What follows belongs to an exercise in optimizing a design on an open flow for small area, a short achievable clock period and few clock cycles per item; a production flow would make more cautious choices.
No functional check of the RTL was part of any run shown here.
Power and IR drop assume default switching activity.

==> flow/design.v <==
module lpc1_crc24w (
    input  wire [23:0] f,
    input  wire [31:0] x,
    output wire [23:0] fn
);
    wire [31:0] y = x ^ {8'h00, f};
    assign fn[0] = ~(y[3] ^ y[8] ^ y[12] ^ y[23] ^ y[25] ^ y[26] ^ y[27] ^ y[30] ^ y[31]);
    assign fn[1] = ~(y[0] ^ y[3] ^ y[4] ^ y[8] ^ y[9] ^ y[12] ^ y[13] ^ y[23] ^ y[24] ^ y[25] ^ y[28] ^ y[30]);
    assign fn[2] = ~(y[0] ^ y[1] ^ y[4] ^ y[5] ^ y[9] ^ y[10] ^ y[13] ^ y[14] ^ y[24] ^ y[25] ^ y[26] ^ y[29] ^ y[31]);
    assign fn[3] = (y[0] ^ y[1] ^ y[2] ^ y[3] ^ y[5] ^ y[6] ^ y[8] ^ y[10] ^ y[11] ^ y[12] ^ y[14] ^ y[15] ^ y[23] ^ y[31]);
    assign fn[4] = ~(y[1] ^ y[2] ^ y[4] ^ y[6] ^ y[7] ^ y[8] ^ y[9] ^ y[11] ^ y[13] ^ y[15] ^ y[16] ^ y[23] ^ y[24] ^ y[25] ^ y[26] ^ y[27] ^ y[30] ^ y[31]);
    assign fn[5] = (y[2] ^ y[5] ^ y[7] ^ y[9] ^ y[10] ^ y[14] ^ y[16] ^ y[17] ^ y[23] ^ y[24] ^ y[28] ^ y[30]);
    assign fn[6] = (y[0] ^ y[3] ^ y[6] ^ y[8] ^ y[10] ^ y[11] ^ y[15] ^ y[17] ^ y[18] ^ y[24] ^ y[25] ^ y[29] ^ y[31]);
    assign fn[7] = ~(y[0] ^ y[1] ^ y[3] ^ y[4] ^ y[7] ^ y[8] ^ y[9] ^ y[11] ^ y[16] ^ y[18] ^ y[19] ^ y[23] ^ y[27] ^ y[31]);
    assign fn[8] = ~(y[0] ^ y[1] ^ y[2] ^ y[3] ^ y[4] ^ y[5] ^ y[9] ^ y[10] ^ y[17] ^ y[19] ^ y[20] ^ y[23] ^ y[24] ^ y[25] ^ y[26] ^ y[27] ^ y[28] ^ y[30] ^ y[31]);
    assign fn[9] = ~(y[0] ^ y[1] ^ y[2] ^ y[4] ^ y[5] ^ y[6] ^ y[8] ^ y[10] ^ y[11] ^ y[12] ^ y[18] ^ y[20] ^ y[21] ^ y[23] ^ y[24] ^ y[28] ^ y[29] ^ y[30]);
    assign fn[10] = ~(y[0] ^ y[1] ^ y[2] ^ y[3] ^ y[5] ^ y[6] ^ y[7] ^ y[9] ^ y[11] ^ y[12] ^ y[13] ^ y[19] ^ y[21] ^ y[22] ^ y[24] ^ y[25] ^ y[29] ^ y[30] ^ y[31]);
    assign fn[11] = (y[0] ^ y[1] ^ y[2] ^ y[4] ^ y[6] ^ y[7] ^ y[10] ^ y[13] ^ y[14] ^ y[20] ^ y[22] ^ y[27]);
    assign fn[12] = (y[1] ^ y[2] ^ y[3] ^ y[5] ^ y[7] ^ y[8] ^ y[11] ^ y[14] ^ y[15] ^ y[21] ^ y[23] ^ y[28]);
    assign fn[13] = (y[0] ^ y[2] ^ y[3] ^ y[4] ^ y[6] ^ y[8] ^ y[9] ^ y[12] ^ y[15] ^ y[16] ^ y[22] ^ y[24] ^ y[29]);
    assign fn[14] = (y[1] ^ y[3] ^ y[4] ^ y[5] ^ y[7] ^ y[9] ^ y[10] ^ y[13] ^ y[16] ^ y[17] ^ y[23] ^ y[25] ^ y[30]);
    assign fn[15] = ~(y[2] ^ y[4] ^ y[5] ^ y[6] ^ y[8] ^ y[10] ^ y[11] ^ y[14] ^ y[17] ^ y[18] ^ y[24] ^ y[26] ^ y[31]);
    assign fn[16] = ~(y[5] ^ y[6] ^ y[7] ^ y[8] ^ y[9] ^ y[11] ^ y[15] ^ y[18] ^ y[19] ^ y[23] ^ y[26] ^ y[30] ^ y[31]);
    assign fn[17] = ~(y[0] ^ y[3] ^ y[6] ^ y[7] ^ y[9] ^ y[10] ^ y[16] ^ y[19] ^ y[20] ^ y[23] ^ y[24] ^ y[25] ^ y[26] ^ y[30]);
    assign fn[18] = (y[1] ^ y[4] ^ y[7] ^ y[8] ^ y[10] ^ y[11] ^ y[17] ^ y[20] ^ y[21] ^ y[24] ^ y[25] ^ y[26] ^ y[27] ^ y[31]);
    assign fn[19] = ~(y[0] ^ y[2] ^ y[3] ^ y[5] ^ y[9] ^ y[11] ^ y[18] ^ y[21] ^ y[22] ^ y[23] ^ y[28] ^ y[30] ^ y[31]);
    assign fn[20] = (y[1] ^ y[4] ^ y[6] ^ y[8] ^ y[10] ^ y[19] ^ y[22] ^ y[24] ^ y[25] ^ y[26] ^ y[27] ^ y[29] ^ y[30]);
    assign fn[21] = ~(y[0] ^ y[2] ^ y[5] ^ y[7] ^ y[9] ^ y[11] ^ y[20] ^ y[23] ^ y[25] ^ y[26] ^ y[27] ^ y[28] ^ y[30] ^ y[31]);
    assign fn[22] = (y[1] ^ y[6] ^ y[10] ^ y[21] ^ y[23] ^ y[24] ^ y[25] ^ y[28] ^ y[29] ^ y[30]);
    assign fn[23] = ~(y[2] ^ y[7] ^ y[11] ^ y[22] ^ y[24] ^ y[25] ^ y[26] ^ y[29] ^ y[30] ^ y[31]);
endmodule
module lpc1_crc24i (
    input  wire [3:0]  j,
    output wire [23:0] f
);
    assign f[0] = 1'b0;
    assign f[1] = j[2] | j[3];
    assign f[2] = j[3];
    assign f[3] = j[1] | j[2] | j[3];
    assign f[4] = 1'b0;
    assign f[5] = j[1];
    assign f[6] = j[1];
    assign f[7] = j[1];
    assign f[8] = j[2];
    assign f[9] = j[1] | j[2];
    assign f[10] = j[1] | j[3];
    assign f[11] = 1'b0;
    assign f[12] = j[1] | j[3];
    assign f[13] = j[3];
    assign f[14] = j[3];
    assign f[15] = j[3];
    assign f[16] = j[2] | j[3];
    assign f[17] = j[2] | j[3];
    assign f[18] = j[2];
    assign f[19] = 1'b0;
    assign f[20] = j[1] | j[3];
    assign f[21] = j[1];
    assign f[22] = j[1] | j[2] | j[3];
    assign f[23] = j[2];
endmodule
module lpc1_crc10w (
    input  wire [9:0]  c,
    input  wire [31:0] x,
    output wire [9:0]  cn
);
    wire [31:0] y = x ^ {16'h0, c[1:0], 6'h0, c[9:2]};
    assign cn[0] = y[0] ^ y[3] ^ y[4] ^ y[6] ^ y[7] ^ y[8] ^ y[9] ^ y[11] ^ y[15] ^ y[17] ^ y[23] ^ y[24] ^ y[25] ^ y[26] ^ y[27] ^ y[28];
    assign cn[1] = y[1] ^ y[3] ^ y[5] ^ y[6] ^ y[10] ^ y[11] ^ y[12] ^ y[15] ^ y[17] ^ y[18] ^ y[23] ^ y[24] ^ y[29];
    assign cn[2] = y[0] ^ y[2] ^ y[4] ^ y[6] ^ y[7] ^ y[8] ^ y[11] ^ y[12] ^ y[13] ^ y[18] ^ y[19] ^ y[25] ^ y[30];
    assign cn[3] = y[1] ^ y[3] ^ y[5] ^ y[7] ^ y[9] ^ y[12] ^ y[13] ^ y[14] ^ y[19] ^ y[20] ^ y[26] ^ y[31];
    assign cn[4] = y[0] ^ y[2] ^ y[3] ^ y[7] ^ y[8] ^ y[9] ^ y[10] ^ y[11] ^ y[13] ^ y[14] ^ y[16] ^ y[17] ^ y[20] ^ y[21] ^ y[23] ^ y[24] ^ y[25] ^ y[26] ^ y[28];
    assign cn[5] = y[0] ^ y[1] ^ y[6] ^ y[7] ^ y[10] ^ y[12] ^ y[14] ^ y[18] ^ y[21] ^ y[22] ^ y[23] ^ y[24] ^ y[28] ^ y[29];
    assign cn[6] = y[1] ^ y[2] ^ y[7] ^ y[8] ^ y[11] ^ y[13] ^ y[15] ^ y[19] ^ y[22] ^ y[23] ^ y[25] ^ y[29] ^ y[30];
    assign cn[7] = y[0] ^ y[2] ^ y[3] ^ y[8] ^ y[9] ^ y[12] ^ y[14] ^ y[20] ^ y[23] ^ y[26] ^ y[30] ^ y[31];
    assign cn[8] = y[1] ^ y[3] ^ y[4] ^ y[8] ^ y[9] ^ y[10] ^ y[13] ^ y[15] ^ y[16] ^ y[21] ^ y[27] ^ y[31];
    assign cn[9] = y[2] ^ y[3] ^ y[5] ^ y[6] ^ y[7] ^ y[8] ^ y[10] ^ y[14] ^ y[15] ^ y[16] ^ y[22] ^ y[23] ^ y[24] ^ y[25] ^ y[26] ^ y[27];
endmodule
module lpc1_crc6h (
    input  wire [15:0] x,
    output wire [5:0]  c
);
    assign c[0] = x[1] ^ x[3] ^ x[5] ^ x[6] ^ x[7] ^ x[8] ^ x[9] ^ x[10] ^ x[13];
    assign c[1] = x[1] ^ x[2] ^ x[3] ^ x[4] ^ x[5] ^ x[8] ^ x[11] ^ x[13] ^ x[14];
    assign c[2] = x[1] ^ x[2] ^ x[4] ^ x[7] ^ x[8] ^ x[10] ^ x[12] ^ x[13] ^ x[14] ^ x[15];
    assign c[3] = x[0] ^ x[1] ^ x[2] ^ x[6] ^ x[7] ^ x[8] ^ x[10] ^ x[11] ^ x[14] ^ x[15];
    assign c[4] = x[0] ^ x[1] ^ x[2] ^ x[3] ^ x[7] ^ x[9] ^ x[11] ^ x[12] ^ x[15];
    assign c[5] = x[0] ^ x[2] ^ x[4] ^ x[5] ^ x[6] ^ x[7] ^ x[8] ^ x[9] ^ x[12];
endmodule
module lpc1_cksum (
    input  wire        clk,
    input  wire        rst,
    input  wire        cmd_valid,
    output wire        cmd_ready,
    input  wire [31:0] cmd_word,
    input  wire [31:0] cmd_len,
    input  wire [23:0] cmd_fcs_in,
    input  wire        in_valid,
    output wire        in_ready,
    input  wire [31:0] in_data,
    output reg         done,
    output reg  [7:0]  code,
    output reg  [7:0]  last_op,
    output reg         match,
    output reg  [23:0] fcs_val,
    output reg  [23:0] fcs_rx,
    output reg  [16:0] fcs_cover,
    output reg  [16:0] out_len,
    output reg  [5:0]  crc6,
    output reg  [9:0]  crc10
);
    localparam [7:0] C_OK           = 8'h00;
    localparam [7:0] C_FCS_MISMATCH = 8'h01;
    localparam [7:0] C_NO_CRC       = 8'h02;
    localparam [7:0] C_ERR_LEN      = 8'h10;
    localparam [7:0] C_ERR_TYPE     = 8'h11;
    localparam [7:0] C_ERR_OVERFLOW = 8'h13;
    localparam [7:0] C_ERR_PARAM    = 8'h14;
    localparam [7:0] C_ERR_CMD      = 8'h15;
    reg        rdy;           
    reg        irdy;          
    reg        setup;         
    reg        o_calc, o_gen, o_chk, o_crc6, o_crc10, o_splice;
    reg        illegal;       
    reg        big;           
    reg        sup_ov;        
    reg [16:0] rem;           
    reg [3:0]  jb;            
    reg [31:0] wrot;          
    reg [23:0] prev;          
    reg [1:0]  cidx;          
    reg        wv;            
    reg        wfirst;        
    reg        wsecond;       
    reg        wlast;         
    reg        ui;            
    reg        t_none;        
    reg        t_ok;          
    reg        fcs_on;        
    reg        c10_on;        
    reg        cmpx;          
    assign cmd_ready = rdy;
    assign in_ready  = irdy;
    wire d_calc   = (cmd_word == 32'h0000_0001);
    wire d_gen    = (cmd_word == 32'h0000_0002) || (cmd_word == 32'h0000_0102);
    wire d_chk    = (cmd_word == 32'h0000_0003);
    wire d_crc6   = (cmd_word == 32'h0000_0010);
    wire d_crc10  = (cmd_word == 32'h0000_0011);
    wire d_splice = (cmd_word == 32'h0000_0012);
    wire d_legal  = d_calc | d_gen | d_chk | d_crc6 | d_crc10 | d_splice;
    wire d_big    = (|cmd_len[31:17]) | (cmd_len[16] & (|cmd_len[15:0]));
    wire [1:0] d_j = (cmd_word[1:0] == 2'b11) ? ~cmd_len[1:0]
                                              : {cmd_len[1] ^ cmd_len[0], cmd_len[0]};
    wire [3:0] d_jh = {d_j == 2'd3, d_j == 2'd2, d_j == 2'd1, d_j == 2'd0};
    wire accept = cmd_valid & rdy;
    wire fire   = in_valid & irdy;
    wire [16:0] n        = rem;                  
    wire        n_zero   = (n == 17'd0);
    wire        n_lt2    = (n[16:1] == 16'd0);
    wire        n_lt3    = n_lt2 | (n == 17'd2);
    wire        n_lt4    = (n[16:2] == 15'd0);
    wire        n_ovf    = (n > 17'd65533);
    wire        n_ragged = |rem[1:0];            
    wire        rem_gt4  = (|rem[16:3]) | (rem[2] & (|rem[1:0]));
    wire        rem_gt8  = (|rem[16:4]) | (rem[3] & (|rem[2:0]));
    wire        more_after = wv ? rem_gt8 : rem_gt4;
    wire        iuup     = o_crc10 | o_splice;
    wire ui_elig = (o_gen & ~n_ovf & ~sup_ov & (rem > 17'd7)) |
                   (o_chk & (rem > 17'd10));
    wire ui_word = ui_elig & (in_data[15:13] == 3'b110) & ~in_data[16];
    wire ui_next = (cidx == 2'd0) ? ui_word : ((cidx == 2'd1) & ui);
    wire [3:0] jn = ui_next ? 4'b0010 : jb;
    wire [3:0] t_word    = in_data[7:4];
    wire       t_none_w  = (t_word == 4'd1);
    wire       t_ok_w    = (t_word == 4'd0) || (t_word == 4'd14);
    wire [5:0] crc6_word;
    lpc1_crc6h u_crc6 (.x(in_data[15:0]), .c(crc6_word));
    wire       crc6_wr = fire & (cidx == 2'd0) &
                         ((o_crc6 & ~n_lt2) | (o_splice & t_ok_w & ~n_lt4));
    wire [31:0] rot = ({32{jn[0]}} & in_data) |
                      ({32{jn[1]}} & {in_data[23:0], prev[23:16]}) |
                      ({32{jn[2]}} & {in_data[15:0], prev[23:8]}) |
                      ({32{jn[3]}} & {in_data[7:0], prev[23:0]});
    wire [23:0] fcs_init;
    lpc1_crc24i u_init (.j(jn), .f(fcs_init));
    wire fcs_clr  = setup & ~illegal & ~big &
                    (o_calc | (o_gen & ~n_ovf & ~sup_ov) | (o_chk & ~n_lt3));
    wire fcs_load = ~rdy & (cidx == 2'd0) & (fcs_clr | fcs_on);
    wire [23:0] fcs_next;
    lpc1_crc24w u_crc24 (.f(fcs_val), .x(wrot), .fn(fcs_next));
    wire [9:0] crc10_next;
    lpc1_crc10w u_crc10 (.c(crc10), .x(wrot), .cn(crc10_next));
    wire fcs_step = wv & fcs_on & ~(ui & ~wfirst & ~wsecond) &
                    ~(o_chk & wlast & n_ragged);
    wire c10_step = wv & c10_on & ~wfirst;
    wire        chk_cmp = o_chk & fcs_on &
                          ((wv & wlast & n_ragged) | cmpx);
    wire [23:0] rx_word = wrot[23:0];
    wire        rx_eq   = (fcs_val == rx_word);
    always @(posedge clk) begin
        wrot <= rot;
        if (fire)
            prev <= (iuup & (cidx == 2'd0)) ? 24'h0 : in_data[31:8];
        else if (rdy)
            prev <= 24'h0;
        if (rdy) begin
            o_calc   <= d_calc;
            o_gen    <= d_gen;
            o_chk    <= d_chk;
            o_crc6   <= d_crc6;
            o_crc10  <= d_crc10;
            o_splice <= d_splice;
            illegal  <= ~d_legal;
            big      <= d_big;
            sup_ov   <= cmd_word[8] & (|cmd_fcs_in);
            jb       <= d_jh;
        end
        if (rdy)
            rem <= cmd_len[16:0];
        else if (wv)
            rem <= rem - 17'd4;
        if (accept) begin
            cidx   <= 2'd0;
            fcs_on <= 1'b0;
        end else if (fire && cidx != 2'd2) begin
            cidx <= cidx + 2'd1;
        end
        if (fcs_clr)
            fcs_on <= 1'b1;
        wfirst  <= (cidx == 2'd0);
        wsecond <= (cidx == 2'd1);
        wlast   <= ~more_after;
        if (cidx == 2'd0) begin
            ui     <= ui_word;
            t_none <= t_none_w;
            t_ok   <= t_ok_w;
        end
        if (accept)
            c10_on <= 1'b0;
        else if (wv & wfirst & iuup & t_ok & ~(wlast & n_ragged))
            c10_on <= 1'b1;
    end
    always @(posedge clk) begin
        if (rst) begin
            rdy       <= 1'b1;
            irdy      <= 1'b0;
            setup     <= 1'b0;
            wv        <= 1'b0;
            cmpx      <= 1'b0;
            done      <= 1'b0;
            code      <= 8'h00;
            last_op   <= 8'h00;
            match     <= 1'b0;
            fcs_val   <= 24'h0;
            fcs_rx    <= 24'h0;
            fcs_cover <= 17'h0;
            out_len   <= 17'h0;
            crc6      <= 6'h0;
            crc10     <= 10'h0;
        end else begin
            done  <= 1'b0;
            setup <= accept;
            cmpx  <= 1'b0;
            wv    <= fire;
            if (accept) begin
                rdy     <= 1'b0;
                irdy    <= d_legal & ~d_big & (|cmd_len);
                last_op <= cmd_word[7:0];
            end else if (fire) begin
                irdy <= more_after;
            end
            if (setup) begin
                if (illegal) begin
                    code    <= C_ERR_CMD;
                    out_len <= 17'h0;
                    done    <= 1'b1;
                    rdy     <= 1'b1;
                end else if (big) begin
                    code <= C_ERR_PARAM;
                    if (o_gen | o_splice)
                        out_len <= 17'h0;
                    done <= 1'b1;
                    rdy  <= 1'b1;
                end else begin
                    if (n_zero) begin
                        done <= 1'b1;
                        rdy  <= 1'b1;
                    end
                    if (o_calc) begin
                        code      <= C_OK;
                        fcs_cover <= n;
                    end
                    if (o_gen) begin
                        if (n_ovf) begin
                            code    <= C_ERR_OVERFLOW;
                            out_len <= 17'h0;
                        end else begin
                            code    <= C_OK;
                            out_len <= n + 17'd3;
                            fcs_cover <= sup_ov ? 17'h0 : n;
                        end
                    end
                    if (o_chk) begin
                        if (n_lt3)
                            code <= C_ERR_LEN;
                        else
                            fcs_cover <= n - 17'd3;
                    end
                    if (o_crc6)
                        code <= n_lt2 ? C_ERR_LEN : C_OK;
                    if (o_crc10)
                        code <= C_ERR_LEN;    
                    if (o_splice) begin
                        code    <= C_ERR_LEN;
                        out_len <= n;         
                    end
                end
            end
            if (fcs_load)
                fcs_val <= fcs_init;
            if (crc6_wr)
                crc6 <= crc6_word;
            if (fcs_step)
                fcs_val <= fcs_next;
            if (c10_step)
                crc10 <= crc10_next;
            if (wv & wfirst) begin
                if (ui)
                    fcs_cover <= 17'd7;
                if (iuup) begin
                    if (t_none) begin
                        code <= C_NO_CRC;
                        if (o_crc10)
                            crc10 <= 10'h0;
                    end else if (!t_ok) begin
                        code <= C_ERR_TYPE;
                        if (o_splice)
                            out_len <= 17'h0;
                    end else if (wlast & n_ragged) begin
                        code <= C_ERR_LEN;
                        if (o_splice)
                            out_len <= 17'h0;
                    end else begin
                        code  <= C_OK;
                        crc10 <= 10'h0;
                    end
                end
            end
            if (chk_cmp) begin
                fcs_rx <= rx_word;
                match  <= rx_eq;
                code   <= rx_eq ? C_OK : C_FCS_MISMATCH;
                done   <= 1'b1;
                rdy    <= 1'b1;
            end else if (wv & wlast) begin
                if (o_chk & fcs_on) begin
                    cmpx <= 1'b1;
                end else begin
                    done <= 1'b1;
                    rdy  <= 1'b1;
                end
            end
        end
    end
endmodule
==> flow/flow/run.sh <==
#!/bin/bash
# The standard layout (the standard.sh: standard synthesis, floorplan,
# placement, CTS, routing), with the ports buffered by the smallest buffer
# (sky130_fd_sc_hd__buf_1) instead of the resizer's default delay cell;
# repair_design and repair_timing resize them where needed.
set -euo pipefail
export BUFFER_PORTS_ARGS="-buffer_cell sky130_fd_sc_hd__buf_1"
bash standard.sh finish > standard_flow.log 2>&1
==> flow/standard.sh <==
#!/bin/bash
# synth_recipe.tcl (not shown) runs the flow's synth.tcl, then flattens the netlist and writes it again
# the make line also repeats each setting of config.mk as NAME=value (left out here)
make -C /OpenROAD-flow-scripts/flow DESIGN_CONFIG=/design/flow/config.mk WORK_HOME=/design/flow/orfs CLKGATE_MAP_FILE= SYNTH_SCRIPT=/design/flow/synth_recipe.tcl "${@:-finish}"
==> flow/config.mk <==
export PLATFORM = sky130hd
export DESIGN_NAME = lpc1_cksum
export DESIGN_NICKNAME = lpc1_cksum
export VERILOG_FILES = /design/flow/design.v
export SDC_FILE = /design/flow/constraint.sdc
export NUM_CORES = 4
export LEC_CHECK = 0
export CAP_MARGIN = 20
export CORE_MARGIN = 2
export CORE_UTILIZATION = 40
export SETUP_SLACK_MARGIN = 5
export SLEW_MARGIN = 20
export SYNTH_MEMORY_MAX_BITS = 8192
==> flow/constraint.sdc <==
create_clock -name core_clock -period 8.0 [get_ports {clk}]
set_input_delay 1.6000 -clock core_clock [delete_from_list [all_inputs] [get_ports {clk}]]
set_output_delay 1.6000 -clock core_clock [all_outputs]
set_load 0.01 [all_outputs]
==> flow_metrics.env, run 1 <==
export IMPL_synthCells=1473
export IMPL_die_area_mm2=0.0339
export IMPL_finalWorstSetupSlack_ns=4.91
export IMPL_synthTopCellsByCount="xnor2_1 (248), nand2_1 (184), dfxtp_1 (160)"
export IMPL_boundaryPins=242
export IMPL_fp_row_count=65
export IMPL_p_leak_nw=5.41
export IMPL_drive_above_1_share=0.0950
export IMPL_core_mm2=0.0317
export IMPL_fin_crit_sh=0.387
export IMPL_grt_pass1_wl_um=67800
export IMPL_fp_dieW_um=184
export IMPL_p_per_area_mw_per_mm2=273
export IMPL_drv_cap=0
export IMPL_worstSetupEndpointType="flop"
export IMPL_syn_nets=1613
export IMPL_grt_pass1_vias=11400
export IMPL_rsz0062_at_grt="yes"
export IMPL_min_path_type="flop to flop"
export IMPL_drt_pass1_iter_count=5
export IMPL_hold_viol=0
export IMPL_post_drt_wl_per_cell_um=21.3
export IMPL_port_buffers=241
export IMPL_chipHeight_um=184
export IMPL_tns_ns=0
export IMPL_placed_cell_area_mm2=0.0142
export IMPL_drtIter0Drc=993
export IMPL_whs_ns=0.424
export IMPL_post_place_cells=2040
export IMPL_switching_share=0.374
export IMPL_synth_most_common_cell="xnor2_1"
export IMPL_htreeDepth=1
export IMPL_synth_ff_type="dfxtp_1"
export IMPL_yosys_warnings=1
export IMPL_synth_top_area_share=0.247
export IMPL_ys_types=74
export IMPL_synth_area_leaders="dfxtp_1 (25%), xnor2_1 (17%), edfxtp_1 (13%)"
export IMPL_final_antenna_net_count=0
export IMPL_synth_largest_area_cell="dfxtp_1"
export IMPL_nets=1847
export IMPL_place_gp_congestion=0.950
export IMPL_start_util=0.409
export IMPL_worstPathArrival_ns=3.52
export IMPL_async_flop_share=0
export IMPL_cts_tree="built"
export IMPL_n_antenna_cell=0
export IMPL_finalPower_mw=4.28
export IMPL_clock_path_buffers=3
export IMPL_num_vias=12100
export IMPL_avgSynthCellArea_um2=8.80
export IMPL_drc_errors=0
export IMPL_numCtsBuffers=25
export IMPL_final_setup_viol_count=0
export IMPL_peakVddDrop_v=0.000151
export IMPL_p_clk_frac=0.259
export IMPL_clk_pin_slew_worst_paths_ns=0.06
export IMPL_grt_max_degree=53
export IMPL_groute_usage_overall=0.260
export IMPL_cp_required_ns=8.43
export IMPL_comb_power_share=0.437
export IMPL_wl_um=45400
export IMPL_fin_cells=2128
export IMPL_layout_min_cycle_time_ns=3.09
export IMPL_critPathLaunchType="flop"
export IMPL_p_sw_mw=1.60
export IMPL_syn_area_mm2=0.0130
export IMPL_insertion_delay_ns=0.54
export IMPL_clock_skew_ns=0.0216
export IMPL_dp_hpwl_um=33600
export IMPL_area_growth_pct=20.7
export IMPL_cts_hold_buf=0
export IMPL_ys_seq_elements=217
export IMPL_max_freq_mhz=323
export IMPL_final_util=0.493
export IMPL_clock_root_buffer="clkbuf_16"
export IMPL_relSlewSlack=0.319
export IMPL_critPathKind="flop to flop"
export IMPL_seqPwrFrac=0.304
export IMPL_intPower_mw=2.68
export IMPL_dp_slack_ns=4.08
export IMPL_status="finished clean"
export IMPL_fin_area_mm2=0.0157
export IMPL_cp_max_fo=9
export IMPL_worst_pin_slew_ns=1.02
export IMPL_grt_overflow=0
export IMPL_viasPerCell=5.67
export IMPL_report_final_slew_viol_count=0
export IMPL_seq_area_frac_synth=0.379
export IMPL_cts_sinks=217
export IMPL_synth_edf_count=57
export IMPL_antenna_found_initial=0
-- per-layer routing --
layer | track usage | up-vias | routed length (um)
li1 | - | 5645 | -
met1 | 0.374 | 5792 | 20400
met2 | 0.402 | 545 | 20000
met3 | 0.0464 | 80 | 3810
met4 | 0.0650 | 0 | 1130
met5 | 0 | - | 0
-- cells by family (layout without fill, tap and decap cells) --
kind of cell | Yosys count | after routing | share of synthesized area
buffers and inverters | 111 | 363 | 0.0340
XOR/XNOR | 327 | 327 | 0.223
AO/OA/AOI/OAI | 331 | 331 | 0.168
flip-flops | 217 | 217 | 0.379
adder cells (fa/ha/maj) | 16 | 16 | 0.0154
AND/OR/NAND/NOR | 462 | 463 | 0.174
multiplexers | 9 | 9 | 0.00695
-- power groups by stage --
stage               clock network [mW]  logic, mW  registers, mW
floorplan                            0       1.42           1.25
global placement                     0       1.76           1.34
detailed placement                   0       1.74           1.34
CTS                               1.12       1.82           1.29
global route                      1.17       2.01           1.30
finish                            1.11       1.87           1.30
-- cell usage in the layout (no fill, tap or decap), types with 33 or more instances in the layout --
master / instances
nor2_1: 82
a21oi_1: 84
and2_1: 33
a22oi_1: 59
edfxtp_1: 57
buf_4: 46
o21ai_0: 60
nand2_1: 182
buf_1: 236
xnor2_1: 247
dfxtp_1: 159
xor2_1: 76
-- worst paths after layout --
check             slack [ns]     from  cells past startpoint  endpoint
hold / removal          0.42  code[7]                      2   code[7]
hold reg to reg         0.42  code[7]                      2   code[7]
setup / recovery        4.91  rem[13]                     10  wrot[25]
setup reg to reg        4.91  rem[13]                     10  wrot[25]
-- flip-flops by register name (all words and copies together) (netlist names), 2 cells and up --
name / cells
last_op: 8
out_len: 17
crc10: 10
prev: 24
code: 8
crc6: 6
cidx: 2
wrot: 32
jb: 4
fcs_val: 24
fcs_cover: 17
fcs_rx: 24
rem: 17
-- final cells by class --
class	count	area [um2]
Clock buffer	33	687
Clock inverter	13	91.3
Fill cell	3092	16100
Inverter	20	77.6
Multi-Input combinational cell	1146	7900
Sequential cell	217	4920
Tap cell	402	503
Timing Repair Buffer	297	1480
-- critical path, cell delays in order (launching register included) --
cell and delay (ns):
edfxtp_1 0.41, or4_4 0.58, or4_4 0.56, o2111ai_4 0.24
o41ai_4 0.11, buf_4 0.16, or3b_4 0.40, buf_12 0.15
buf_16 0.14, a22oi_2 0.18, nand2_1 0.06
-- repair_timing --
| item | in CTS | in global routing |
|---|---|---|
| endpoints found under the setup margin | 69 | 57 |
| pin swaps | 7 | 6 |
| resized for setup | 29 | 33 |
| gates cloned | 1 | 4 |
| setup buffers | 28 | 9 |
==> run 2: changes to the inputs <==
--- a/flow/design.v
+++ b/flow/design.v
@@ -127,2 +127,3 @@
     reg [3:0]  jb;            
+    reg        ui_elig;       
     reg [31:0] wrot;          
@@ -135,2 +136,4 @@
     reg        ui;            
+    reg        u0;            
+    reg        u1;            
     reg        t_none;        
@@ -153,2 +156,5 @@
     wire [3:0] d_jh = {d_j == 2'd3, d_j == 2'd2, d_j == 2'd1, d_j == 2'd0};
+    wire d_ui_elig = (d_gen & (|cmd_len[31:3])) |
+                     (d_chk & ((|cmd_len[31:4]) |
+                               (cmd_len[3] & (cmd_len[2] | (cmd_len[1] & cmd_len[0])))));
     wire accept = cmd_valid & rdy;
@@ -166,6 +172,5 @@
     wire        iuup     = o_crc10 | o_splice;
-    wire ui_elig = (o_gen & ~n_ovf & ~sup_ov & (rem > 17'd7)) |
-                   (o_chk & (rem > 17'd10));
-    wire ui_word = ui_elig & (in_data[15:13] == 3'b110) & ~in_data[16];
-    wire ui_next = (cidx == 2'd0) ? ui_word : ((cidx == 2'd1) & ui);
+    wire ui_pat  = (in_data[15:13] == 3'b110) & ~in_data[16];
+    wire ui_word = ui_elig & ui_pat;
+    wire ui_next = (u0 & ui_pat) | u1;
     wire [3:0] jn = ui_next ? 4'b0010 : jb;
@@ -182,4 +187,6 @@
                       ({32{jn[3]}} & {in_data[7:0], prev[23:0]});
-    wire [23:0] fcs_init;
-    lpc1_crc24i u_init (.j(jn), .f(fcs_init));
+    wire [23:0] fcs_init_b, fcs_init_1;
+    lpc1_crc24i u_init_b (.j(jb), .f(fcs_init_b));
+    lpc1_crc24i u_init_1 (.j(4'b0010), .f(fcs_init_1));
+    wire [23:0] fcs_init = ui_next ? fcs_init_1 : fcs_init_b;
     wire fcs_clr  = setup & ~illegal & ~big &
@@ -215,2 +222,3 @@
             jb       <= d_jh;
+            ui_elig  <= d_ui_elig;
         end
@@ -223,4 +231,9 @@
             fcs_on <= 1'b0;
-        end else if (fire && cidx != 2'd2) begin
-            cidx <= cidx + 2'd1;
+            u0     <= d_ui_elig;
+            u1     <= 1'b0;
+        end else if (fire) begin
+            if (cidx != 2'd2)
+                cidx <= cidx + 2'd1;
+            u0 <= 1'b0;
+            u1 <= u0 & ui_pat;
         end
@@ -326,3 +339,3 @@
             if (wv & wfirst) begin
-                if (ui)
+                if (ui & fcs_on)
                     fcs_cover <= 17'd7;
==> run 2 against run 1 <==
Against the previous run:
- cell count decreased by 0.38%
- sequential power increased by 3%
- power is 1.2% higher
- clock-buffer cell count increased by 3
==> flow_metrics.env, run 2 <==
export IMPL_grt_max_degree=79
export IMPL_avgSynthCellArea_um2=9.02
export IMPL_final_setup_viol_count=0
export IMPL_die_area_mm2=0.0346
export IMPL_insertion_delay_ns=0.54
export IMPL_clk_pin_slew_worst_paths_ns=0.06
export IMPL_syn_nets=1608
export IMPL_rsz0062_at_grt="no"
export IMPL_worstPathCellList="buf_12 > buf_1"
export IMPL_max_stage_delay_ns=0.35
export IMPL_cp_max_fo=47
export IMPL_n_antenna_cell=0
export IMPL_clock_skew_ns=0.0200
export IMPL_synthCells=1469
export IMPL_fin_crit_sh=0.364
export IMPL_synth_ff_type="dfxtp_1"
export IMPL_boundaryPins=242
export IMPL_async_flop_share=0
export IMPL_drc_errors=0
export IMPL_groute_usage_overall=0.243
export IMPL_grt_pass1_wl_um=64400
export IMPL_max_freq_mhz=343
export IMPL_min_path_type="flop to flop"
export IMPL_post_place_cells=2061
export IMPL_finalWorstSetupSlack_ns=5.09
export IMPL_mostFrequentLayoutCells="buf_1 (237), xnor2_1 (221), nand2_1 (202)"
export IMPL_yosys_warnings=1
export IMPL_whs_ns=0.451
export IMPL_port_buffers=241
export IMPL_nFillCells=3184
export IMPL_final_antenna_net_count=0
export IMPL_chipHeight_um=186
export IMPL_drive_above_1_share=0.0691
export IMPL_drv_cap=0
export IMPL_syn_area_mm2=0.0133
export IMPL_synth_area_leaders="dfxtp_1 (24%), xnor2_1 (15%), edfxtp_1 (13%)"
export IMPL_core_mm2=0.0326
export IMPL_synthTopCellsByCount="xnor2_1 (222), nand2_1 (202), dfxtp_1 (161)"
export IMPL_status="finished clean"
export IMPL_report_final_slew_viol_count=0
export IMPL_cp_required_ns=6.40
export IMPL_grt_overflow=0
export IMPL_synth_most_common_cell="xnor2_1"
export IMPL_finalPower_mw=4.33
export IMPL_fin_cells=2120
export IMPL_fin_area_mm2=0.0155
export IMPL_p_leak_nw=5.28
export IMPL_cts_sinks=220
export IMPL_tns_ns=0
export IMPL_cp_top_family="buffers and inverters"
export IMPL_path_buf_inv=2
export IMPL_dp_slack_ns=4.35
export IMPL_grt_pass1_vias=10900
export IMPL_num_vias=11800
export IMPL_regMostFlops="wrot"
export IMPL_final_common_cell="buf_1"
export IMPL_place_gp_congestion=0.970
export IMPL_numCtsBuffers=26
export IMPL_peakVddDrop_v=0.000172
export IMPL_area_growth_pct=16.6
export IMPL_dp_hpwl_um=32300
export IMPL_ys_seq_elements=220
export IMPL_critPathSlowestCell="dfxtp_1"
export IMPL_relSlewSlack=0.294
export IMPL_p_per_area_mw_per_mm2=280
export IMPL_antenna_found_initial=0
export IMPL_critPathLaunchType="flop"
export IMPL_wl_um=43400
export IMPL_viasPerCell=5.57
export IMPL_fp_row_count=66
export IMPL_synth_largest_area_cell="dfxtp_1"
export IMPL_hold_viol=0
export IMPL_start_util=0.406
export IMPL_htreeDepth=1
export IMPL_synth_top_area_share=0.243
export IMPL_drt_pass1_iter_count=6
export IMPL_multi_input_comb_area_mm2=0.00788
export IMPL_clock_path_buffers=3
export IMPL_worstPathArrival_ns=1.31
export IMPL_critPathKind="flop to output port"
export IMPL_largest_reg_flops=32
export IMPL_placed_cell_area_mm2=0.0144
export IMPL_register_area_mm2=0.00500
export IMPL_layout_min_cycle_time_ns=2.91
export IMPL_seq_area_frac_synth=0.377
export IMPL_fp_dieW_um=186
export IMPL_synth_edf_count=59
export IMPL_worstSetupEndpointType="output port"
export IMPL_worst_pin_slew_ns=1.06
export IMPL_nets=1798
export IMPL_ys_types=84
export IMPL_final_util=0.474
export IMPL_drtIter0Drc=1131
export IMPL_post_drt_wl_per_cell_um=20.5
export IMPL_clock_root_buffer="clkbuf_16"
export IMPL_cts_tree="built"
[run 2: tightest hold or removal path: stages (launching register included)]
cell and delay, ns:
dfxtp_1 0.31, nand2_1 0.05, a21oi_1 0.05
[run 2: path summary, 6_finish.rpt]
kind | start | to | slack [ns] | cells after the start
setup / recovery | rdy | cmd_ready | 5.09 | 2
hold / removal | out_len[9] | out_len[9] | 0.45 | 2
setup reg to reg | wrot[1] | fcs_val[9] | 5.13 | 9
hold reg to reg | out_len[9] | out_len[9] | 0.45 | 2
[run 2: layout make-up]
type	count	share of cell area
clock buffer	36	0.0464
clock inverter	11	0.00987
inverter	18	0.00437
multi-input combinational	1131	0.510
sequential	220	0.323
tap	442	0.0358
timing repair buffer	262	0.0708
[run 2: layer usage]
layer / wire length [um] / GRT usage / vias up / part of all wire
li1: - / - / 5540 / -
met1: 20200 / 0.358 / 5695 / 0.46
met2: 19300 / 0.381 / 527 / 0.45
met3: 3040 / 0.0297 / 52 / 0.070
met4: 874 / 0.0510 / 0 / 0.020
met5: 0 / 0 / - / 0
[run 2: cells by family after synthesis]
logic type | Yosys count | synth area share
AOI/OAI and AO/OA | 337 | 0.166
xor gates and xnor gates | 303 | 0.231
adders and majority gates | 15 | 0.0142
buffers and inverters | 119 | 0.0368
DFF | 220 | 0.377
muxes | 10 | 0.00755
and+or+nand+nor | 465 | 0.168
[run 2: power breakdown]
part,switching [mW],total (mW),internal [mW]
sequential,0.140,1.34,1.20
clock,0.490,1.22,0.726
combinational,0.891,1.77,0.877
total,1.52,4.33,2.81
[run 2: timing repair]
action	4_1_cts	5_1_grt
endpoints found under the setup margin	71	38
setup buffers	0	10
gates cloned	0	1
resized for setup	9	13
endpoints found under the hold margin	0	0
hold buffers	0	0
pin swaps	0	2
==> run 3: changes to the inputs <==
--- a/flow/flow/run.sh
+++ b/flow/flow/run.sh
@@ -7,2 +7,2 @@
 export BUFFER_PORTS_ARGS="-buffer_cell sky130_fd_sc_hd__buf_1"
-bash standard.sh finish > standard_flow.log 2>&1
+bash standard.sh finish SETUP_SLACK_MARGIN=5.3 > standard_flow.log 2>&1
==> run 3 against run 2 <==
Against the previous run:
- register-to-register slack better by 0.25 ns
- still clean
- worst hold slack worse by 0.0016 ns
- area after synthesis unchanged
- critical path type is now input port to flop
==> flow_metrics.env, run 3 <==
export IMPL_cts_hold_buf=0
export IMPL_syn_area_mm2=0.0133
export IMPL_drive_above_1_share=0.206
export IMPL_finalPower_mw=4.38
export IMPL_status="finished clean"
export IMPL_synth_area_leaders="dfxtp_1 (24%), xnor2_1 (15%), edfxtp_1 (13%)"
export IMPL_p_leak_nw=5.97
export IMPL_groute_usage_overall=0.257
export IMPL_drtIter0Drc=1068
export IMPL_insertion_delay_ns=0.54
export IMPL_critPathKind="input port to flop"
export IMPL_clk_pin_slew_worst_paths_ns=0.06
export IMPL_post_drt_wl_per_cell_um=20.9
export IMPL_grt_overflow=0
export IMPL_yosys_warnings=1
export IMPL_fin_crit_sh=0.339
export IMPL_synth_ff_type="dfxtp_1"
export IMPL_p_per_area_mw_per_mm2=262
export IMPL_critPathLaunchType="input port"
export IMPL_nets=1854
export IMPL_syn_nets=1608
export IMPL_peakVddDrop_v=0.000185
export IMPL_worst_pin_slew_ns=1.02
export IMPL_wl_um=45500
export IMPL_drv_cap=0
export IMPL_min_path_type="flop to flop"
export IMPL_num_vias=12000
export IMPL_synth_edf_count=59
export IMPL_ys_seq_elements=220
export IMPL_seq_area_frac_synth=0.377
export IMPL_numCtsBuffers=25
export IMPL_largest_reg_flops=32
export IMPL_rsz0062_at_grt="yes"
export IMPL_final_common_cell="xnor2_1"
export IMPL_fp_dieW_um=186
export IMPL_core_mm2=0.0326
export IMPL_clock_path_buffers=3
export IMPL_viasPerCell=5.50
export IMPL_area_growth_pct=26.2
export IMPL_max_freq_mhz=369
export IMPL_synth_top_area_share=0.243
export IMPL_synthCells=1469
export IMPL_seqPwrFrac=0.303
export IMPL_cts_sinks=220
export IMPL_avgSynthCellArea_um2=9.02
export IMPL_worstSetupEndpointType="flop"
export IMPL_dp_slack_ns=4.08
export IMPL_mostFrequentLayoutCells="xnor2_1 (216), nand2_1 (200), buf_1 (176)"
export IMPL_chipHeight_um=186
export IMPL_die_area_mm2=0.0346
export IMPL_tns_ns=0
export IMPL_report_final_slew_viol_count=0
export IMPL_grt_pass1_wl_um=67500
export IMPL_synth_most_common_cell="xnor2_1"
export IMPL_start_util=0.406
export IMPL_ys_types=84
export IMPL_grt_max_degree=79
export IMPL_clock_skew_ns=0.0128
export IMPL_grt_pass1_vias=11200
export IMPL_boundaryPins=242
export IMPL_cts_tree="built"
export IMPL_cp_max_fo=10
export IMPL_fp_row_count=66
export IMPL_comb_power_share=0.433
export IMPL_antenna_found_initial=0
export IMPL_clock_root_buffer="clkbuf_16"
export IMPL_n_antenna_cell=0
export IMPL_cp_required_ns=8.45
export IMPL_p_clk_frac=0.264
export IMPL_htreeDepth=1
export IMPL_synth_largest_area_cell="dfxtp_1"
export IMPL_async_flop_share=0
export IMPL_layout_min_cycle_time_ns=2.71
export IMPL_hold_viol=0
export IMPL_worstPathArrival_ns=3.16
export IMPL_intPower_mw=2.83
export IMPL_place_gp_congestion=0.955
export IMPL_finalWorstSetupSlack_ns=5.29
export IMPL_port_buffers=241
export IMPL_final_setup_viol_count=0
export IMPL_final_antenna_net_count=0
export IMPL_p_sw_mw=1.56
export IMPL_drc_errors=0
export IMPL_switching_share=0.355
export IMPL_synthTopCellsByCount="xnor2_1 (222), nand2_1 (202), dfxtp_1 (161)"
export IMPL_relSlewSlack=0.316
export IMPL_regMostFlops="wrot"
export IMPL_dp_hpwl_um=32100
export IMPL_drt_pass1_iter_count=5
==> run 3: final timing paths <==
path,from,endpoint,slack (ns),cells past startpoint
setup / recovery,in_data[15],fcs_val[18],5.29,9
hold / removal,fcs_cover[8],fcs_cover[8],0.45,2
setup reg to reg,wrot[3],fcs_val[13],5.38,7
hold reg to reg,fcs_cover[8],fcs_cover[8],0.45,2
==> run 3: power by group through the flow <==
stage                     Clock [mW]  Sequential [mW]  Combinational, mW
after floorplan                    0             1.27               1.50
after global placement             0             1.36               1.76
after CTS                       1.18             1.32               1.83
final                           1.16             1.33               1.90
after global routing            1.23             1.33               2.03
after detailed placement           0             1.36               1.74
==> run 3: critical path, cell delays in order <==
cell	delay, ns
buf_2	0.16
nor4bb_4	0.16
buf_4	0.16
a21oi_4	0.29
and2_4	0.24
buf_12	0.14
and2_4	0.18
a211oi_2	0.04
nor3_1	0.19
==> run 3: metal layers <==
layer / GRT usage / vias to the layer above / routed length [um]
met4: 0.0557 / 0 / 816
met3: 0.0378 / 57 / 3610
met1: 0.368 / 5721 / 20500
met2: 0.410 / 534 / 20600
li1: - / 5656 / -
met5: 0 / - / 0
==> run 3: per-stage QoR <==
stage / cells / hold WS, ns / util / area, um2
global placement: 2064 / 0.440 / 0.452 / 14700
CTS: 2141 / 0.451 / 0.494 / 16100
finish: 2176 / 0.450 / 0.513 / 16700
floorplan: 1469 / 0.430 / - / 13900
detailed placement: 2064 / 0.443 / 0.452 / 14700
global route: 2176 / 0.471 / 0.513 / 16700
==> run 3: kinds of logic after synthesis <==
| kind of cell | share of synthesized area |
|---|---|
| mux | 0.00755 |
| compound gates | 0.166 |
| simple gates | 0.168 |
| buf+inv | 0.0368 |
| xor+xnor | 0.231 |
| flops | 0.377 |
| fa+ha+maj | 0.0142 |
==> run 3: layout make-up <==
class	instances	area, um2
fillers	3021	15900
multi-input cells	1132	8420
flip-flops and latches	220	5090
repair buffers	318	1770
clock buffers	39	758
well taps	442	553
clock inverters	7	71.3
inverters	18	67.6
==> run 3: repair_timing <==
action	in CTS	in global routing
setup buffers	26	34
gates resized for setup	112	96
pin swaps	3	14
hold endpoints to repair	0	0
cloned	5	1
setup endpoints to repair	172	112
==> run 4: changes to the inputs <==
--- a/flow/flow/run.sh
+++ b/flow/flow/run.sh
@@ -7,2 +7,2 @@
 export BUFFER_PORTS_ARGS="-buffer_cell sky130_fd_sc_hd__buf_1"
-bash standard.sh finish SETUP_SLACK_MARGIN=5.3 > standard_flow.log 2>&1
+bash standard.sh finish SETUP_SLACK_MARGIN=5.6 > standard_flow.log 2>&1
==> run 4 against run 3 <==
Against the previous run:
- still clean
- global-route usage grew 2.7 points
- critical path depth shrank 7
- die area is the same
- highest routed layer unchanged
==> flow_metrics.env, run 4 <==
export IMPL_status="finished clean"
export IMPL_synth_top_family_by_area="XOR/XNOR gates"
export IMPL_path_buf_inv=2
export IMPL_synthSimpleGateAreaFrac=0.168
export IMPL_synth_ff_type="dfxtp_1"
export IMPL_clk_pin_slew_worst_paths_ns=0.06
export IMPL_cp_required_ns=6.40
export IMPL_drc_errors=0
export IMPL_worstHoldStart="out_len[6]"
export IMPL_nFillCells=2562
export IMPL_final_common_cell="xnor2_1"
export IMPL_syn_area_mm2=0.0133
export IMPL_synthTopCellsByCount="xnor2_1 (222), nand2_1 (202), dfxtp_1 (161)"
export IMPL_n_antenna_cell=0
export IMPL_chipHeight_um=186
export IMPL_insertion_delay_ns=0.55
export IMPL_layout_min_cycle_time_ns=2.72
export IMPL_worstHoldPathCells=2
export IMPL_avgSynthCellArea_um2=9.02
export IMPL_max_stage_delay_ns=0.35
export IMPL_yosys_warnings=1
export IMPL_min_path_type="flop to flop"
export IMPL_synth_top_area_share=0.243
export IMPL_area_growth_pct=54.1
export IMPL_final_antenna_net_count=0
export IMPL_worst_pin_slew_ns=0.838
export IMPL_grt_max_degree=79
export IMPL_synth_edf_count=59
export IMPL_fp_dieW_um=186
export IMPL_rsz0062_at_grt="yes"
export IMPL_antenna_found_initial=0
export IMPL_critPathSlowestCell="dfxtp_4"
export IMPL_fp_row_count=66
export IMPL_core_mm2=0.0326
export IMPL_synthAdderAreaFrac=0.0142
export IMPL_report_final_slew_viol_count=0
export IMPL_cp_max_fo=2
export IMPL_async_flop_share=0
export IMPL_cp_top_family="flip-flops"
export IMPL_critPathLaunchType="flop"
export IMPL_p_leak_nw=7.67
export IMPL_clock_root_buffer="clkbuf_16"
export IMPL_grt_pass1_vias=12300
export IMPL_reg2reg_from="rem[0]"
export IMPL_port_buffers=241
export IMPL_relSlewSlack=0.437
export IMPL_seq_area_frac_synth=0.377
export IMPL_synth_mux_area_frac=0.00755
export IMPL_viasPerCell=5.68
export IMPL_grt_pass1_wl_um=74600
export IMPL_rr_worst_depth=11
export IMPL_ys_types=84
export IMPL_mostFrequentLayoutCells="xnor2_1 (211), nand2_1 (187), buf_6 (163)"
export IMPL_largest_reg_flops=32
export IMPL_dp_hpwl_um=32200
export IMPL_num_vias=13300
export IMPL_max_freq_mhz=368
export IMPL_cts_sinks=220
export IMPL_worstPathArrival_ns=1.12
export IMPL_cts_tree="built"
export IMPL_post_drt_wl_per_cell_um=22.4
export IMPL_drt_pass1_iter_count=7
export IMPL_synth_most_common_cell="xnor2_1"
export IMPL_drv_cap=0
export IMPL_ys_seq_elements=220
export IMPL_peakVddDrop_v=0.000170
export IMPL_p_per_area_mw_per_mm2=232
export IMPL_regToRegEndpoint="fcs_val[12]"
export IMPL_start_util=0.406
export IMPL_numCtsBuffers=27
export IMPL_synthCells=1469
export IMPL_wl_um=52400
export IMPL_place_gp_congestion=0.961
export IMPL_finalPower_mw=4.75
export IMPL_htreeDepth=1
export IMPL_worstPathCellList="buf_12 > buf_6"
export IMPL_nets=2015
export IMPL_fin_crit_sh=0.340
export IMPL_critPathKind="flop to output port"
export IMPL_yosys_area_share_xor_xnor=0.231
export IMPL_hold_viol=0
export IMPL_clock_path_buffers=3
export IMPL_drive_above_1_share=0.422
export IMPL_clock_skew_ns=0.0186
export IMPL_ff2ff_setup_slack_ns=5.32
export IMPL_grt_overflow=0
export IMPL_groute_usage_overall=0.284
export IMPL_drtIter0Drc=1196
export IMPL_boundaryPins=242
export IMPL_tns_ns=0
export IMPL_final_setup_viol_count=0
export IMPL_die_area_mm2=0.0346
export IMPL_regMostFlops="wrot"
export IMPL_synth_compound_area_share=0.166
export IMPL_syn_nets=1608
export IMPL_worst_hold_path_endpoint="out_len[6]"
export IMPL_synth_area_leaders="dfxtp_1 (24%), xnor2_1 (15%), edfxtp_1 (13%)"
export IMPL_worstSetupEndpointType="output port"
export IMPL_synth_largest_area_cell="dfxtp_1"
[run 4: what timing repair did]
action                                  CTS  global route
resized for setup                       606           152
hold buffers                              0             0
endpoints found under the setup margin  269           238
pin swaps                                77            99
cloned                                   19             4
setup buffers                           137            63
[run 4: how the worst max path moves through the flow]
stage	from	to	slack [ns]	cells past startpoint
after floorplan	in_data[5]	crc6[0]	5.01	7
after global placement	in_data[15]	fcs_val[12]	4.14	8
after detailed placement	in_data[15]	fcs_val[12]	4.03	8
after CTS	rdy	cmd_ready	5.27	2
after global routing	rem[0]	fcs_val[12]	5.24	11
final	rdy	cmd_ready	5.28	2
[run 4: where the power goes]
group	switching, mW	total, mW	internal, mW
clock network	0.501	1.26	0.759
logic	1.09	2.16	1.07
registers	0.129	1.33	1.20
total	1.72	4.75	3.03
[run 4: cells by family after synthesis]
kind of cell	after synthesis
xor gates and xnor gates	303
adders and majority gates	15
AOI/OAI and AO/OA	337
and+or+nand+nor	465
muxes	10
DFF	220
buffers and inverters	119
[run 4: per-stage QoR]
stage	util	hold slack (ns)	instance area, um2	worst slack (ns)	cells
final	0.626	0.457	20400	5.28	2339
after global routing	0.626	0.464	20400	5.24	2339
after CTS	0.590	0.459	19200	5.27	2272
after detailed placement	0.454	0.445	14800	4.03	2066
after global placement	0.454	0.441	14800	4.14	2066
after floorplan	-	0.430	13900	5.01	1469
[run 4: final cells by class]
class	instances	area [um2]	area share
multi-input cells	1135	9230	0.452
flip-flops and latches	220	5220	0.255
repair buffers	474	4440	0.217
clock buffers	40	805	0.0394
well taps	442	553	0.0271
clock inverters	10	111	0.00545
inverters	18	70.1	0.00343
[run 4: metal layers]
layer | wire length, um | vias up | global-route usage
met1 | 21600 | 6404 | 0.398
li1 | - | 5989 | -
met2 | 24400 | 758 | 0.464
met5 | 0 | - | 0
met3 | 4840 | 134 | 0.0423
met4 | 1520 | 0 | 0.0620
[run 4: worst reg2reg max path, delay by kind of cell (launching register included)]
family                 cells  cell delay, ns
AOI/OAI and AO/OA          5            1.40
and+or+nand+nor            2            0.17
DFF                        1            0.42
buffers and inverters      4            0.58
==> run 5: changes to the inputs <==
--- a/flow/flow/run.sh
+++ b/flow/flow/run.sh
@@ -7,2 +7,2 @@
 export BUFFER_PORTS_ARGS="-buffer_cell sky130_fd_sc_hd__buf_1"
-bash standard.sh finish SETUP_SLACK_MARGIN=5.6 > standard_flow.log 2>&1
+bash standard.sh finish SETUP_SLACK_MARGIN=5.6 TNS_END_PERCENT=0 > standard_flow.log 2>&1
==> run 5 against run 4 <==
Against the previous run:
- power fell by 7.0%
- largest cell class unchanged
- critical path type is now flop to flop
- fmax rose by 0.60%
- cell count fell by 7.8%
- setup slack improved by 0.016 ns
- die area did not move
- utilization fell by 13 points
- clock skew fell by 0.0044 ns
- worst hold slack got worse by 0.0084 ns
- highest routed layer is now met5
==> flow_metrics.env, run 5 <==
export IMPL_start_util=0.406
export IMPL_largest_reg_flops=32
export IMPL_p_leak_nw=5.78
export IMPL_grt_pass1_wl_um=67200
export IMPL_worstSetupEndpointType="flop"
export IMPL_grt_overflow=0
export IMPL_fp_dieW_um=186
export IMPL_groute_usage_overall=0.254
export IMPL_synth_area_leaders="dfxtp_1 (24%), xnor2_1 (15%), edfxtp_1 (13%)"
export IMPL_synth_largest_area_cell="dfxtp_1"
export IMPL_clock_root_buffer="clkbuf_16"
export IMPL_port_buffers=241
export IMPL_fp_row_count=66
export IMPL_critPathKind="flop to flop"
export IMPL_core_mm2=0.0326
export IMPL_max_freq_mhz=370
export IMPL_layout_min_cycle_time_ns=2.70
export IMPL_seq_area_frac_synth=0.377
export IMPL_yosys_warnings=1
export IMPL_drc_errors=0
export IMPL_final_common_cell="xnor2_1"
export IMPL_insertion_delay_ns=0.53
export IMPL_clk_pin_slew_worst_paths_ns=0.06
export IMPL_final_antenna_net_count=0
export IMPL_cp_top_family="XOR/XNOR gates"
export IMPL_synth_ff_type="dfxtp_1"
export IMPL_finalWorstSetupSlack_ns=5.30
export IMPL_cts_tree="built"
export IMPL_dp_hpwl_um=32600
export IMPL_peakVddDrop_v=0.000161
export IMPL_boundaryPins=242
export IMPL_p_per_area_mw_per_mm2=273
export IMPL_fin_crit_sh=0.338
export IMPL_worstPathArrival_ns=3.17
export IMPL_ys_types=84
export IMPL_min_path_type="flop to flop"
export IMPL_htreeDepth=1
export IMPL_synth_top_area_share=0.243
export IMPL_mostFrequentLayoutCells="xnor2_1 (217), nand2_1 (199), buf_1 (187)"
export IMPL_drtIter0Drc=1055
export IMPL_tns_ns=0
export IMPL_syn_nets=1608
export IMPL_worst_pin_slew_ns=1.04
export IMPL_cp_required_ns=8.47
export IMPL_worstPathCellList="xor2_2 > xnor3_2 > xnor2_2 > xnor3_1 > a21oi_1 > nand2_1 > a21oi_2"
export IMPL_cp_max_fo=5
export IMPL_async_flop_share=0
export IMPL_max_stage_delay_ns=0.56
export IMPL_synth_edf_count=59
export IMPL_status="finished clean"
export IMPL_regMostFlops="wrot"
export IMPL_report_final_slew_viol_count=0
export IMPL_antenna_found_initial=1
export IMPL_drt_pass1_iter_count=6
export IMPL_grt_max_degree=79
export IMPL_num_vias=12000
export IMPL_clock_skew_ns=0.0142
export IMPL_die_area_mm2=0.0346
export IMPL_final_setup_viol_count=0
export IMPL_grt_pass1_vias=11100
export IMPL_hold_viol=0
export IMPL_rsz0062_at_grt="yes"
export IMPL_numCtsBuffers=26
export IMPL_place_gp_congestion=0.942
export IMPL_dp_slack_ns=4.37
export IMPL_cts_hold_buf=0
export IMPL_post_drt_wl_per_cell_um=20.9
export IMPL_chipHeight_um=186
export IMPL_area_growth_pct=22.0
export IMPL_nets=1834
export IMPL_relSlewSlack=0.307
export IMPL_critPathSlowestCell="xnor3_2"
export IMPL_avgSynthCellArea_um2=9.02
export IMPL_drive_above_1_share=0.162
export IMPL_ys_seq_elements=220
export IMPL_n_antenna_cell=0
export IMPL_synthTopCellsByCount="xnor2_1 (222), nand2_1 (202), dfxtp_1 (161)"
export IMPL_syn_area_mm2=0.0133
export IMPL_cts_sinks=220
export IMPL_viasPerCell=5.56
export IMPL_path_buf_inv=0
export IMPL_clock_path_buffers=3
export IMPL_synthCells=1469
export IMPL_wl_um=45200
export IMPL_synth_most_common_cell="xnor2_1"
export IMPL_critPathLaunchType="flop"
export IMPL_drv_cap=0
## run 5: what timing repair did
action | CTS | global route
cloned | 1 | 2
endpoints found under the hold margin | 0 | 0
resized for setup | 138 | 38
buffers inserted | 30 | 15
setup endpoints to repair | 309 | 317
pin swaps | 3 | 12
## run 5: layout make-up
cell class                      instances  area [um2]
Tap cell                              442         553
Multi-Input combinational cell       1130        8090
Timing Repair Buffer                  299        1510
Clock buffer                           37         774
Clock inverter                         11         113
Fill cell                            3153       16400
Sequential cell                       220        5070
Inverter                               18        67.6
## run 5: worst paths after layout
check | start | to | slack, ns | cells past startpoint
setup reg to reg | wrot[3] | fcs_val[13] | 5.30 | 7
setup / recovery | wrot[3] | fcs_val[13] | 5.30 | 7
hold / removal | fcs_cover[9] | fcs_cover[9] | 0.45 | 2
hold reg to reg | fcs_cover[9] | fcs_cover[9] | 0.45 | 2
## run 5: through the flow
| step | utilization | std cells | power, mW | hold WS [ns] | cell area (um2) |
|---|---|---|---|---|---|
| 3_5_place_dp | 0.442 | 2061 | 3.11 | 0.443 | 14400 |
| 3_3_place_gp | 0.442 | 2060 | 3.12 | 0.441 | 14400 |
| 2_1_floorplan | - | 1469 | 2.72 | 0.430 | 13400 |
| 5_1_grt | 0.496 | 2157 | 4.62 | 0.472 | 16200 |
| 6_report | 0.496 | 2157 | 4.42 | 0.449 | 16200 |
| 4_1_cts | 0.487 | 2140 | 4.40 | 0.452 | 15900 |
## run 5: worst reg2reg max path: stages, from the launching register on
cell,delay (ns)
dfxtp_1,0.50
xor2_2,0.44
xnor3_2,0.56
xnor2_2,0.28
xnor3_1,0.51
a21oi_1,0.16
nand2_1,0.08
a21oi_2,0.11
## run 5: metal layers
layer  global-route usage  vias up  wire (um)
met5                    0        -         13
met4               0.0413        2        538
met3               0.0374       44       3320
met2                0.407      503      20700
met1                0.368     5838      20600
li1                     -     5607          -
## run 5: cells by family (layout without fill, tap and decap cells)
family                   after synthesis  in the layout  share of synthesized area
AND/OR/NAND/NOR                      465            465                      0.168
AO/OA/AOI/OAI                        337            337                      0.166
XOR/XNOR                             303            303                      0.231
flip-flops                           220            220                      0.377
buffers and inverters                119            365                     0.0368
adder cells (fa/ha/maj)               15             15                     0.0142
multiplexers                          10             10                    0.00755
## run 5: power breakdown
| part | total [mW] | switching, mW | internal [mW] |
|---|---|---|---|
| combinational | 1.86 | 0.943 | 0.913 |
| clock | 1.23 | 0.488 | 0.739 |
| sequential | 1.33 | 0.132 | 1.20 |
==> run 6: changes to the inputs <==
--- a/flow/flow/run.sh
+++ b/flow/flow/run.sh
@@ -7,2 +7,2 @@
 export BUFFER_PORTS_ARGS="-buffer_cell sky130_fd_sc_hd__buf_1"
-bash standard.sh finish SETUP_SLACK_MARGIN=5.6 TNS_END_PERCENT=0 > standard_flow.log 2>&1
+bash standard.sh finish SETUP_SLACK_MARGIN=5.3 TNS_END_PERCENT=0 > standard_flow.log 2>&1
==> run 6 against run 5 <==
Against the previous run:
- still clean
- die area unchanged
- combinational power decreased by 2%
- worst hold slack improved by 0.0015 ns
- utilization decreased by 1.5 points
- cell count decreased by 0.88%
- sequential power about the same
- sequential cell count unchanged
- via count decreased by 1.5%
- critical path depth decreased by 6
- largest power group unchanged
==> flow_metrics.env, run 6 <==
export IMPL_dp_slack_ns=4.37
export IMPL_synthCells=1469
export IMPL_worstSetupEndpointType="output port"
export IMPL_route_met3_wl_um=3100
export IMPL_synth_edf_count=59
export IMPL_critPathSlowestCell="dfxtp_1"
export IMPL_p_leak_nw=5.39
export IMPL_wl_met2_um=20100
export IMPL_cts_sinks=220
export IMPL_avgSynthCellArea_um2=9.02
export IMPL_largest_reg_flops=32
export IMPL_num_vias=11800
export IMPL_syn_area_mm2=0.0133
export IMPL_groute_usage_overall=0.250
export IMPL_cts_hold_buf=0
export IMPL_post_drt_wl_per_cell_um=20.7
export IMPL_viasPerCell=5.53
export IMPL_min_path_type="flop to flop"
export IMPL_critPathKind="flop to output port"
export IMPL_insertion_delay_ns=0.53
export IMPL_cp_top_family="flip-flops"
export IMPL_nets=1815
export IMPL_max_stage_delay_ns=0.44
export IMPL_yosys_warnings=1
export IMPL_grt_pass1_vias=10900
export IMPL_chipHeight_um=186
export IMPL_mostFrequentLayoutCells="buf_1 (237), xnor2_1 (219), nand2_1 (202)"
export IMPL_clock_skew_ns=0.0136
export IMPL_multi_input_comb_area_mm2=0.00792
export IMPL_drive_above_1_share=0.0890
export IMPL_die_area_mm2=0.0346
export IMPL_worstPathCellList="buf_1"
export IMPL_drc_errors=0
export IMPL_worst_pin_slew_ns=1.08
export IMPL_port_buffers=241
export IMPL_wl_um=44300
export IMPL_numCtsBuffers=26
export IMPL_start_util=0.406
export IMPL_grt_overflow=0
export IMPL_clock_root_buffer="clkbuf_16"
export IMPL_finalWorstSetupSlack_ns=5.20
export IMPL_max_freq_mhz=357
export IMPL_core_mm2=0.0326
export IMPL_synth_top_area_share=0.243
export IMPL_layout_min_cycle_time_ns=2.80
export IMPL_routed_top_layer="met5"
export IMPL_cp_required_ns=6.40
export IMPL_syn_nets=1608
export IMPL_final_antenna_net_count=0
export IMPL_clock_path_buffers=3
export IMPL_fp_row_count=66
export IMPL_grt_max_degree=79
export IMPL_hold_viol=0
export IMPL_synth_area_leaders="dfxtp_1 (24%), xnor2_1 (15%), edfxtp_1 (13%)"
export IMPL_place_gp_congestion=0.942
export IMPL_drtIter0Drc=1029
export IMPL_cp_max_fo=4
export IMPL_synth_most_common_cell="xnor2_1"
export IMPL_synthTopCellsByCount="xnor2_1 (222), nand2_1 (202), dfxtp_1 (161)"
export IMPL_p_per_area_mw_per_mm2=280
export IMPL_final_setup_viol_count=0
export IMPL_regMostFlops="wrot"
export IMPL_peakVddDrop_v=0.000163
export IMPL_path_buf_inv=1
export IMPL_met1_length_um=20500
export IMPL_async_flop_share=0
export IMPL_clk_pin_slew_worst_paths_ns=0.06
export IMPL_n_antenna_cell=0
export IMPL_grt_pass1_wl_um=66100
export IMPL_worstPathArrival_ns=1.20
export IMPL_seq_area_frac_synth=0.377
export IMPL_boundaryPins=242
export IMPL_drv_cap=0
export IMPL_dp_hpwl_um=32600
export IMPL_synth_ff_type="dfxtp_1"
export IMPL_ys_types=84
export IMPL_cts_tree="built"
export IMPL_ys_seq_elements=220
export IMPL_critPathLaunchType="flop"
export IMPL_tns_ns=0
export IMPL_antenna_found_initial=1
export IMPL_htreeDepth=1
export IMPL_area_growth_pct=18.3
export IMPL_synth_largest_area_cell="dfxtp_1"
export IMPL_fin_crit_sh=0.350
export IMPL_relSlewSlack=0.279
export IMPL_nFillCells=3192
export IMPL_status="finished clean"
export IMPL_drt_pass1_iter_count=6
export IMPL_fp_dieW_um=186
export IMPL_rsz0062_at_grt="yes"
export IMPL_register_area_mm2=0.00500
export IMPL_final_common_cell="buf_1"
export IMPL_report_final_slew_viol_count=0
[run 6: cell counts after synthesis]
No cell type changed its count.
[run 6: kinds of logic (layout without fill, tap and decap cells)]
family / count (synthesis) / after routing / share of synthesized area
AOI/OAI and AO/OA: 337 / 337 / 0.166
adders and majority gates: 15 / 15 / 0.0142
and+or+nand+nor: 465 / 465 / 0.168
xor gates and xnor gates: 303 / 303 / 0.231
buffers and inverters: 119 / 346 / 0.0368
muxes: 10 / 10 / 0.00755
DFF: 220 / 220 / 0.377
[run 6: what timing repair did]
| action | 4_1_cts | 5_1_grt |
|---|---|---|
| endpoints found under the hold margin | 0 | 0 |
| gates cloned | 0 | 1 |
| pin swaps | 1 | 2 |
| setup buffers | 12 | 16 |
| setup endpoints to repair | 178 | 205 |
| resized for setup | 16 | 22 |
[run 6: stage by stage]
stage	hold slack (ns)	utilization	area (um2)	cells	total power, mW
after floorplan	0.430	-	13400	1469	2.72
after global placement	0.441	0.442	14400	2060	3.12
after detailed placement	0.443	0.442	14400	2061	3.11
after CTS	0.452	0.474	15500	2121	4.38
after global routing	0.472	0.481	15700	2138	4.58
final	0.450	0.481	15700	2138	4.39
[run 6: final cells by class]
type,count,area share
well taps,442,0.0353
inverters,18,0.00431
clock buffers,37,0.0494
repair buffers,280,0.0797
multi-input cells,1130,0.505
flip-flops and latches,220,0.319
clock inverters,11,0.00718
[run 6: path summary, 6_finish.rpt]
check               startpoint           end  slack [ns]  cells after the start
hold reg to reg   fcs_cover[9]  fcs_cover[9]        0.45                      2
hold / removal    fcs_cover[9]  fcs_cover[9]        0.45                      2
setup reg to reg        rem[2]   fcs_val[17]        5.23                      9
setup / recovery    fcs_val[3]    fcs_val[3]        5.20                      1
[run 6: where the power goes]
group | total, mW | switching (mW) | internal [mW]
logic | 1.82 | 0.928 | 0.892
clock network | 1.23 | 0.490 | 0.739
registers | 1.34 | 0.135 | 1.20
[run 6: per-layer routing]
metal  vias to the layer above  GRT usage
met2                       489      0.399
met1                      5716      0.363
met4                         2     0.0413
met5                         -          0
li1                       5555          -
met3                        52     0.0356

[afterwards: timing with drivers on the ports]
The results above use ideal ports. As a check the final layouts listed here were re-extracted and re-timed, cells and wires unchanged.
Step 1 sets driving cells, clkbuf_16 on the clock port and buf_2 on the other inputs (assumed; they add their load-dependent delay and slew).
Step 2, shift: input delay + t, output delay - t, t = (earliest + latest rising clock arrival at the registers) / 2. This alone moves slack from input paths to output paths.
Slacks: ideal / step 1 / step 2; pairs: ideal / step 1.
run | t, ns | slack for setup (ns) | worst slew at a driven data input, ns
run 1 | 0.576 | 4.907 / 4.907 / 4.520 | 0.06
run 2 | 0.582 | 5.087 / 5.038 / 4.558 | 0.09
run 3 | 0.582 | 5.288 / 5.266 / 4.735 | 0.07
run 4 | 0.593 | 5.281 / 5.230 / 4.814 | 0.07
run 5 | 0.574 | 5.298 / 5.251 / 4.752 | 0.07
run 6 | 0.576 | 5.198 / 5.148 / 4.688 | 0.07
After both steps setup and hold are still met in every run listed. The setup slack of run 3, which loses most, moves by -0.022 ns with the drivers and by -0.553 ns with both steps.
